What follows belongs to an exercise in optimizing a design on an open flow for small area; a production flow would make more cautious choices. At most, simulation tests tie the RTL to the original design; equivalence was not proved. The clock port is modelled as an ideal driver, which makes a skipped or thinned clock tree look cheaper than it is; a real chip needs a root buffer or a tree. Power is estimated from default activity; no workload was simulated.

== v57 ==
// chipemu80_core
module chipemu80_core (
    input  wire        clk,
    input  wire        rst,
    output reg         mem_valid,
    output reg         mem_we,
    output reg  [15:0] mem_addr,
    output wire [7:0]  mem_wdata,
    input  wire        mem_ready,
    input  wire [7:0]  mem_rdata,
    output wire        halted,
    output wire        faulted,
    output wire [17:0] fault_addr,    
    output wire [15:0] fault_pc,
    output wire [7:0]  fault_op,
    output wire        unk_valid,
    output wire [7:0]  unk_op,
    output wire [15:0] unk_pc,
    output wire        render_yield,
    output wire [55:0] state_regs,    
    output wire [15:0] state_pc,
    output wire [15:0] state_sp,
    output wire [5:0]  state_flags    
);
For scale: roughly 630 cells after synthesis, ~200 I/O pins, roughly 0.0065 sq mm of cells after synthesis.
==> flow/config.mk <==
export PLATFORM = sky130hd
export DESIGN_NAME = chipemu80_core
export DESIGN_NICKNAME = chipemu80_core
export VERILOG_FILES = /design/flow/design.v
export SDC_FILE = /design/flow/constraint.sdc
export NUM_CORES = 4
export LEC_CHECK = 0
export CAP_MARGIN = 20
export CORE_MARGIN = 2
export CORE_UTILIZATION = 40
export GPL_TIMING_DRIVEN = 0
export PLACE_DENSITY = 0.6
export SLEW_MARGIN = 20
==> flow/constraint.sdc <==
create_clock -name core_clock -period 8.0 [get_ports {clk}]
set_input_delay 1.6000 -clock core_clock [delete_from_list [all_inputs] [get_ports {clk}]]
set_output_delay 1.6000 -clock core_clock [all_outputs]
set_load 0.01 [all_outputs]
standard.sh (not shown) runs the stock make flow with config.mk's settings and CLKGATE_MAP_FILE= SYNTH_SCRIPT=/design/flow/synth_recipe.tcl, a recipe that flattens the netlist after the stock synthesis.
==> flow/flow/run.sh <==
#!/bin/bash
# Own layout flow. It runs the standard flow with three changes:
#  1. after the standard synthesis, the combinational logic between the
#     registers is re-optimised for area by ABC (the register cells and
#     their names are kept exactly as the standard synthesis made them);
#     two ABC scripts are run and the smaller result kept;
#  2. the buffers synthesis leaves are removed at floorplan, and the port
#     buffers that global placement inserts use buf_1;
#  3. clock tree synthesis uses clkbuf_8 buffers and no dummy loads; then
#     leaf clock buffers that drive at most 9 sinks are resized to clkbuf_4
#     (post_cts.tcl can also merge leaves; CLK_MAX_FANOUT=0 turns that off).
# Each tool writes its full output to a log file in this folder.
set -euo pipefail
export BUFFER_PORTS_ARGS="-buffer_cell sky130_fd_sc_hd__buf_1"
export CTS_ARGS="-sink_clustering_enable -repair_clock_nets -dont_use_dummy_load -root_buf sky130_fd_sc_hd__clkbuf_8 -buf_list sky130_fd_sc_hd__clkbuf_8"

W=$PWD
export POST_CTS_TCL=$W/flow/post_cts.tcl
export CLK_SMALL_FANOUT=9
export CLK_MAX_FANOUT=0
export REMOVE_ABC_BUFFERS=1
R=$W/orfs/results/$FLOW_PLATFORM/chipemu80_core/base
LIB=$FLOW_HOME/platforms/$FLOW_PLATFORM/lib/sky130_fd_sc_hd__tt_025C_1v80.lib
YOSYS=$FLOW_HOME/../tools/install/yosys/bin/yosys
[[ -x $YOSYS ]] || YOSYS=yosys

bash standard.sh synth > synth.log 2>&1
cp $R/1_2_yosys.v $W/std_netlist.v

DU=$(sed -n '/DONT_USE_CELLS/,/^$/p' $FLOW_HOME/platforms/$FLOW_PLATFORM/config.mk | tr -d '\\' | tr ' ' '\n' | grep '^sky130' | sed 's/^/-dont_use /' | tr '\n' ' ')
# ABC scripts tried: deepsyn then the area mapper amap, or deepsyn then &nf
printf 'strash\n&get -n\n&deepsyn -T 60\n&put\namap\ndnsize\n' > $W/reopt0.abc
printf 'strash\n&get -n\n&deepsyn -T 60\n&nf -a\n&put\ndnsize\n' > $W/reopt1.abc
for S in 0 1; do
  cat > $W/reopt$S.ys <<EOT
read_liberty -ignore_miss_func $LIB
read_verilog $W/std_netlist.v
hierarchy -top $FLOW_TOP
setattr -mod -set keep_hierarchy 1 sky130_fd_sc_hd__*df* sky130_fd_sc_hd__conb_1
flatten
opt_clean -purge
abc -liberty $LIB $DU -script $W/reopt$S.abc
opt_clean -purge
splitnets
opt_clean -purge
hilomap -singleton -hicell sky130_fd_sc_hd__conb_1 HI -locell sky130_fd_sc_hd__conb_1 LO
insbuf -buf sky130_fd_sc_hd__buf_4 A X
opt_clean -purge
blackbox sky130_fd_sc_hd__*
tee -o $W/reopt${S}_stat.txt stat -liberty $LIB
write_verilog -noattr -nohex -nodec $W/reopt${S}_netlist.v
EOT
  $YOSYS -s $W/reopt$S.ys > $W/reopt$S.log 2>&1 &
done
wait
best=""; besta=1e18
for S in 0 1; do
  a=$( { grep "Chip area for module" $W/reopt${S}_stat.txt 2>/dev/null | tail -n 1 || echo "none 1e18"; } | awk '{print $NF}')
  echo "reopt seed $S area $a" >> $W/reopt_choice.log
  if awk "BEGIN{exit !($a < $besta)}"; then besta=$a; best=$S; fi
done
echo "chosen seed $best" >> $W/reopt_choice.log
cp $W/reopt${best}_netlist.v $W/reopt_netlist.v
cp $W/reopt_netlist.v $R/1_2_yosys.v
rm -f $R/1_synth.odb $R/1_synth.sdc
bash standard.sh > flow.log 2>&1
==> flow/flow/post_cts.tcl <==
# After clock tree synthesis: leaf clock buffers that drive few flip-flops
# are merged with a nearby leaf (up to CLK_MAX_FANOUT sinks per leaf), and
# leaves that drive at most CLK_SMALL_FANOUT sinks are resized to clkbuf_4.
# The placement is then legalised again.
set block [ord::get_db_block]
set maxf $::env(CLK_MAX_FANOUT)

proc leaf_info {block} {
  # leaf clock buffers: CTS buffers whose output drives only flip-flop pins
  set leaves {}
  foreach inst [$block getInsts] {
    set name [$inst getName]
    if {![string match clkbuf_* $name]} { continue }
    set onet ""
    foreach it [$inst getITerms] {
      if {[$it isOutputSignal]} { set onet [$it getNet] }
    }
    if {$onet eq "" || $onet eq "NULL"} { continue }
    set sinks 0
    set isleaf 1
    foreach it [$onet getITerms] {
      if {[$it isOutputSignal]} { continue }
      set m [[[$it getInst] getMaster] getName]
      if {[string match *clkbuf* $m]} { set isleaf 0 }
      incr sinks
    }
    if {$isleaf} { lappend leaves [list $inst $onet $sinks] }
  }
  return $leaves
}

set merged 0
while {1} {
  set leaves [lsort -integer -index 2 [leaf_info $block]]
  set done 1
  foreach a $leaves {
    lassign $a ia na fa
    lassign [$ia getLocation] xa ya
    set best ""; set bd 1e18
    foreach b $leaves {
      lassign $b ib nb fb
      if {$ib eq $ia || $fa + $fb > $maxf} { continue }
      lassign [$ib getLocation] xb yb
      set d [expr {abs($xa - $xb) + abs($ya - $yb)}]
      if {$d < $bd} { set bd $d; set best $b }
    }
    if {$best eq ""} { continue }
    lassign $best ib nb fb
    foreach it [$na getITerms] {
      if {[$it isOutputSignal]} { continue }
      $it disconnect
      $it connect $nb
    }
    foreach it [$ia getITerms] { $it disconnect }
    odb::dbInst_destroy $ia
    odb::dbNet_destroy $na
    incr merged
    set done 0
    break
  }
  if {$done} { break }
}

set small [get_lib_cells sky130_fd_sc_hd__clkbuf_4]
set n 0
foreach l [leaf_info $block] {
  lassign $l inst net sinks
  if {$sinks <= $::env(CLK_SMALL_FANOUT)} {
    replace_cell [get_cells [$inst getName]] $small
    incr n
  }
}
puts "post_cts: merged $merged leaf clock buffers, resized $n to clkbuf_4"
detailed_placement
check_placement -verbose
Setup changes, v57 to v47
-- flow/flow/run.sh --
<<< v57, line 6
#     two ABC scripts are run and the smaller result kept;
>>> v47, line 6
#     ABC runs with four seeds and the smallest result is kept;
<<< v57, line 31
# ABC scripts tried: deepsyn then the area mapper amap, or deepsyn then &nf
printf 'strash\n&get -n\n&deepsyn -T 60\n&put\namap\ndnsize\n' > $W/reopt0.abc
printf 'strash\n&get -n\n&deepsyn -T 60\n&nf -a\n&put\ndnsize\n' > $W/reopt1.abc
for S in 0 1; do
>>> v47, line 31
# ABC script: deepsyn (four random seeds) then the area mapper amap
for S in 0 1 2 3; do
  printf 'strash\n&get -n\n&deepsyn -T 60 -S %s\n&put\namap\ndnsize\n' $S > $W/reopt$S.abc
done
for S in 0 1 2 3; do
<<< v57, line 44
>>> v47, line 45
tee -o $W/reopt${S}_stat.txt stat -liberty $LIB
<<< v57, line 50
tee -o $W/reopt${S}_stat.txt stat -liberty $LIB
>>> v47, line 52
<<< v57, line 57
for S in 0 1; do
>>> v47, line 58
for S in 0 1 2 3; do
Results
Between v57 and v47, the cell count went down.
Delta (v47 minus v57): global-route usage shrank by 1.1 points, non-clock inverter count in the final layout grew by 3, cell leakage power held steady.
[compare] base=v57 new=v47: shortest period the worst path allows moved down; worst hold-check slack -0.016 ns.
Diff v57 and v47: clock power lower in v57
v47 vs v57, number of nets in the finished design went down by about 1%.
Layout-stage area growth over the synthesis result of v47 is on par with v57.
Compared with v57, v47 shows a higher sequential group share of total power.
In the tables for v57 and v47, wire length of the first global-routing pass reads lower with v47.
> inputs changed (v47 -> v44)
-- flow/flow/run.sh --
<<< v47, line 6
#     ABC runs with four seeds and the smallest result is kept;
>>> v44, line 6
<<< v47, line 10
#     leaf clock buffers that drive at most 9 sinks are resized to clkbuf_4
#     (post_cts.tcl can also merge leaves; CLK_MAX_FANOUT=0 turns that off).
>>> v44, line 9
#     leaf clock buffers are merged with a near leaf up to 16 sinks each,
#     and leaves with at most 8 sinks are resized to clkbuf_4.
<<< v47, line 19
export CLK_SMALL_FANOUT=9
export CLK_MAX_FANOUT=0
>>> v44, line 18
export CLK_SMALL_FANOUT=8
export CLK_MAX_FANOUT=16
<<< v47, line 31
# ABC script: deepsyn (four random seeds) then the area mapper amap
for S in 0 1 2 3; do
  printf 'strash\n&get -n\n&deepsyn -T 60 -S %s\n&put\namap\ndnsize\n' $S > $W/reopt$S.abc
done
for S in 0 1 2 3; do
  cat > $W/reopt$S.ys <<EOT
>>> v44, line 30
printf 'strash\n&get -n\n&deepsyn -T 60\n&nf -a\n&put\ndnsize\n' > $W/reopt.abc
cat > $W/reopt.ys <<EOT
<<< v47, line 43
abc -liberty $LIB $DU -script $W/reopt$S.abc
>>> v44, line 38
abc -liberty $LIB $DU -script $W/reopt.abc
<<< v47, line 45
tee -o $W/reopt${S}_stat.txt stat -liberty $LIB
>>> v44, line 40
<<< v47, line 51
>>> v44, line 45
select -module $FLOW_TOP
select -clear
<<< v47, line 52
write_verilog -noattr -nohex -nodec $W/reopt${S}_netlist.v
>>> v44, line 48
tee -o $W/reopt_stat.txt stat -liberty $LIB
write_verilog -noattr -nohex -nodec $W/reopt_netlist.v
<<< v47, line 54
  $YOSYS -s $W/reopt$S.ys > $W/reopt$S.log 2>&1 &
done
wait
best=""; besta=1e18
for S in 0 1 2 3; do
  a=$( { grep "Chip area for module" $W/reopt${S}_stat.txt 2>/dev/null | tail -n 1 || echo "none 1e18"; } | awk '{print $NF}')
  echo "reopt seed $S area $a" >> $W/reopt_choice.log
  if awk "BEGIN{exit !($a < $besta)}"; then besta=$a; best=$S; fi
done
echo "chosen seed $best" >> $W/reopt_choice.log
cp $W/reopt${best}_netlist.v $W/reopt_netlist.v
>>> v44, line 51
$YOSYS -s $W/reopt.ys > $W/reopt.log 2>&1
Results
v44 gives less ratio of final minimum period to clock period than v47 did. On v44: non-clock buffer count is about 0.5% lower than what v47 gave. From v47 to v44 the numbers moved as follows: final worst slack grew by 0.42 ns; part of the power in registers shrank by 0.6 points. [compare] base=v47 new=v44: portion of total power attributed to the clock network fell 0.3 points, area growth from synthesis to final layout about even, number of filler instances in the final layout rose 34. Compare v44 and v47 | average cell area after synthesis lower: v47. v44 vs v47: fraction of final layout cells with drive strength greater than 1 down in v44. The timing endpoint of the critical path comes out fault_addr[9] in one run and unk_valid in the other, namely in v47 and v44 respectively. v44 against v47: routed wire length fell by 810 microns, synthesized cell count went down.
For v21, these inputs were changed with respect to v44:
-- flow/flow/run.sh --
<<< v44, line 6
>>> v21, line 6
#     three ABC runs with different seeds are made and the smallest kept;
<<< v44, line 9
#     leaf clock buffers are merged with a near leaf up to 16 sinks each,
#     and leaves with at most 8 sinks are resized to clkbuf_4.
>>> v21, line 10
#     leaf clock buffers that drive at most 9 sinks are resized to clkbuf_4
#     (post_cts.tcl can also merge leaves; CLK_MAX_FANOUT=0 turns that off).
<<< v44, line 18
export CLK_SMALL_FANOUT=8
export CLK_MAX_FANOUT=16
>>> v21, line 19
export CLK_SMALL_FANOUT=9
export CLK_MAX_FANOUT=0
<<< v44, line 30
printf 'strash\n&get -n\n&deepsyn -T 60\n&nf -a\n&put\ndnsize\n' > $W/reopt.abc
cat > $W/reopt.ys <<EOT
>>> v21, line 31
for S in 0 1 2; do
  printf 'strash\n&get -n\n&deepsyn -T 60 -S %s\n&nf -a\n&put\ndnsize\n' $S > $W/reopt$S.abc
  cat > $W/reopt$S.ys <<EOT
<<< v44, line 38
abc -liberty $LIB $DU -script $W/reopt.abc
>>> v21, line 40
abc -liberty $LIB $DU -script $W/reopt$S.abc
<<< v44, line 45
select -module $FLOW_TOP
select -clear
>>> v21, line 47
<<< v44, line 48
tee -o $W/reopt_stat.txt stat -liberty $LIB
write_verilog -noattr -nohex -nodec $W/reopt_netlist.v
>>> v21, line 48
tee -o $W/reopt${S}_stat.txt stat -liberty $LIB
write_verilog -noattr -nohex -nodec $W/reopt${S}_netlist.v
<<< v44, line 51
$YOSYS -s $W/reopt.ys > $W/reopt.log 2>&1
>>> v21, line 51
  $YOSYS -s $W/reopt$S.ys > $W/reopt$S.log 2>&1 &
done
wait
best=""; besta=1e18
for S in 0 1 2; do
  a=$( { grep "Chip area for module" $W/reopt${S}_stat.txt 2>/dev/null | tail -n 1 || echo "none 1e18"; } | awk '{print $NF}')
  echo "reopt seed $S area $a" >> $W/reopt_choice.log
  if awk "BEGIN{exit !($a < $besta)}"; then besta=$a; best=$S; fi
done
echo "chosen seed $best" >> $W/reopt_choice.log
cp $W/reopt${best}_netlist.v $W/reopt_netlist.v
--- outcome ---
- v21: no failed stages, no open violations at the end
- Diff v44 -> v21: global-route usage barely changed, inverter count was more or less identical, count of clock-buffer cells in the layout picked up an extra 5.

* * *

## the reference run
chipemu80_core, a different RTL version from the one above (not shown whole).
Size in the first run: about 130 flip-flops, about 200 I/O pins, ~7100 um^2 of cells after synthesis.
clock: 8.0 ns
lec_check: 0
cap_margin: 20
core_margin: 2
core_utilization: 40
place_density: 0.6
slew_margin: 20
==> flow/flow/run.sh <==
#!/bin/bash
set -euo pipefail
export BUFFER_PORTS_ARGS="-buffer_cell sky130_fd_sc_hd__buf_1"
bash standard.sh > flow.log 2>&1
The reference run finished every stage and its layout cleared the timing, DRC and antenna checks.
Inputs modified between the reference run and the trial run:
==> flow/run.sh (new file) <==
#!/bin/bash
# synth_recipe.tcl (not shown) runs the flow's synth.tcl, then flattens the netlist and writes it again
# the make line also repeats each setting of config.mk as NAME=value (left out here)
make -C /OpenROAD-flow-scripts/flow DESIGN_CONFIG=/design/flow/config.mk WORK_HOME=/design/flow/orfs CLKGATE_MAP_FILE= SYNTH_SCRIPT=/design/flow/synth_recipe.tcl finish
removed: flow/flow/run.sh
removed: flow/standard.sh
### Flow results
Comparing the reference run and the trial run, largest clock skew in the final design is lower on the trial run.
Global-route usage in the trial run is 2.1 points higher than in the reference run
Looking at most common cell after layout, fill and taps aside, the sky130_fd_sc_hd__buf_1 result is from the reference run; the sky130_fd_sc_hd__clkdlybuf4s50_1 one comes from the trial run.
Synthesis-to-layout area growth up 18 points in the trial run wrt the reference run
The trial run packs its core tighter than the reference run.
On measured slew at the worst slew-check pin, the lower figure sits with the trial run, not the reference run.

* * *

Another version of the RTL of chipemu80_core (not shown whole).
For scale: about 630 cells after synthesis, about 130 flip-flops, roughly 6800 um2 of cells after synthesis.
Settings: LEC_CHECK=0, CAP_MARGIN=20, CORE_MARGIN=2, CORE_UTILIZATION=40, PLACE_DENSITY=0.6, SLEW_MARGIN=20; clock period 8.0 ns.
==> flow/flow/run.sh <==
#!/bin/bash
set -euo pipefail
export BUFFER_PORTS_ARGS="-buffer_cell sky130_fd_sc_hd__buf_1"
export CTS_ARGS="-sink_clustering_enable -repair_clock_nets -dont_use_dummy_load -buf_list sky130_fd_sc_hd__clkbuf_4"
bash standard.sh > flow.log 2>&1
==> next run, changes <==
==> flow/flow/run.sh (replaced) <==
#!/bin/bash
set -euo pipefail
export BUFFER_PORTS_ARGS="-buffer_cell sky130_fd_sc_hd__buf_1"
export CTS_ARGS="-sink_clustering_enable -repair_clock_nets -dont_use_dummy_load -buf_list {sky130_fd_sc_hd__clkbuf_2 sky130_fd_sc_hd__clkbuf_4}"
bash standard.sh > flow.log 2>&1
Effect: Cell area does not change; register-to-register slack stays flat; wire length does not change; count of clock-buffer cells in the layout stays the same; worst hold slack does not change; synthesized cell count stays the same; global-route usage is unchanged; power stays the same; area after synthesis is unchanged; core utilization does not change.
No functional check of the RTL was part of any run of this note.

==> what the ideal ports hide <==
In the flow no input, the clock included, has a driving cell. The finished layouts below were timed again as built, in two steps. Step 1: set_driving_cell puts a clkbuf_16 on clk and a buf_2 on each other input, an assumption about the parent block. Step 2, shift: input delay + t, output delay - t, t = (earliest + latest rising clock arrival at the registers) / 2. This alone moves slack from input paths to output paths. a / b / c = no drivers / after step 1 / after step 2; a / b = the first two.
run | t, ns | setup slack, ns | hold WS [ns] | latest minus earliest clock arrival (ns) | cell pins on the clock port's net
v57 | 0.450 | 2.871 / 2.871 / 2.871 | 0.444 / 0.444 / 0.444 | 0.032 / 0.033 | 1
v47 | 0.446 | 2.946 / 2.912 / 3.298 | 0.428 / 0.428 / 0.428 | 0.033 / 0.034 | 1
v44 | 0.437 | 3.369 / 3.333 / 3.717 | 0.427 / 0.427 / 0.427 | 0.034 / 0.034 | 1
v21 | 0.440 | 3.351 / 3.317 / 3.706 | 0.432 / 0.432 / 0.432 | 0.033 / 0.032 | 1
the reference run | 0.454 | 3.184 / 3.145 / 3.598 | 0.444 / 0.444 / 0.444 | 0.020 / 0.019 | 1
the trial run | 0.463 | 2.787 / 2.744 / 3.207 | 0.448 / 0.448 / 0.448 | 0.012 / 0.012 | 1
the first run of note 3 | 0.563 | 3.163 / 3.124 / 3.687 | 0.429 / 0.429 / 0.429 | 0.046 / 0.046 | 1
the second run of note 3 | 0.563 | 3.163 / 3.124 / 3.687 | 0.429 / 0.429 / 0.429 | 0.046 / 0.046 | 1
After both steps setup and hold are still met in every run listed.
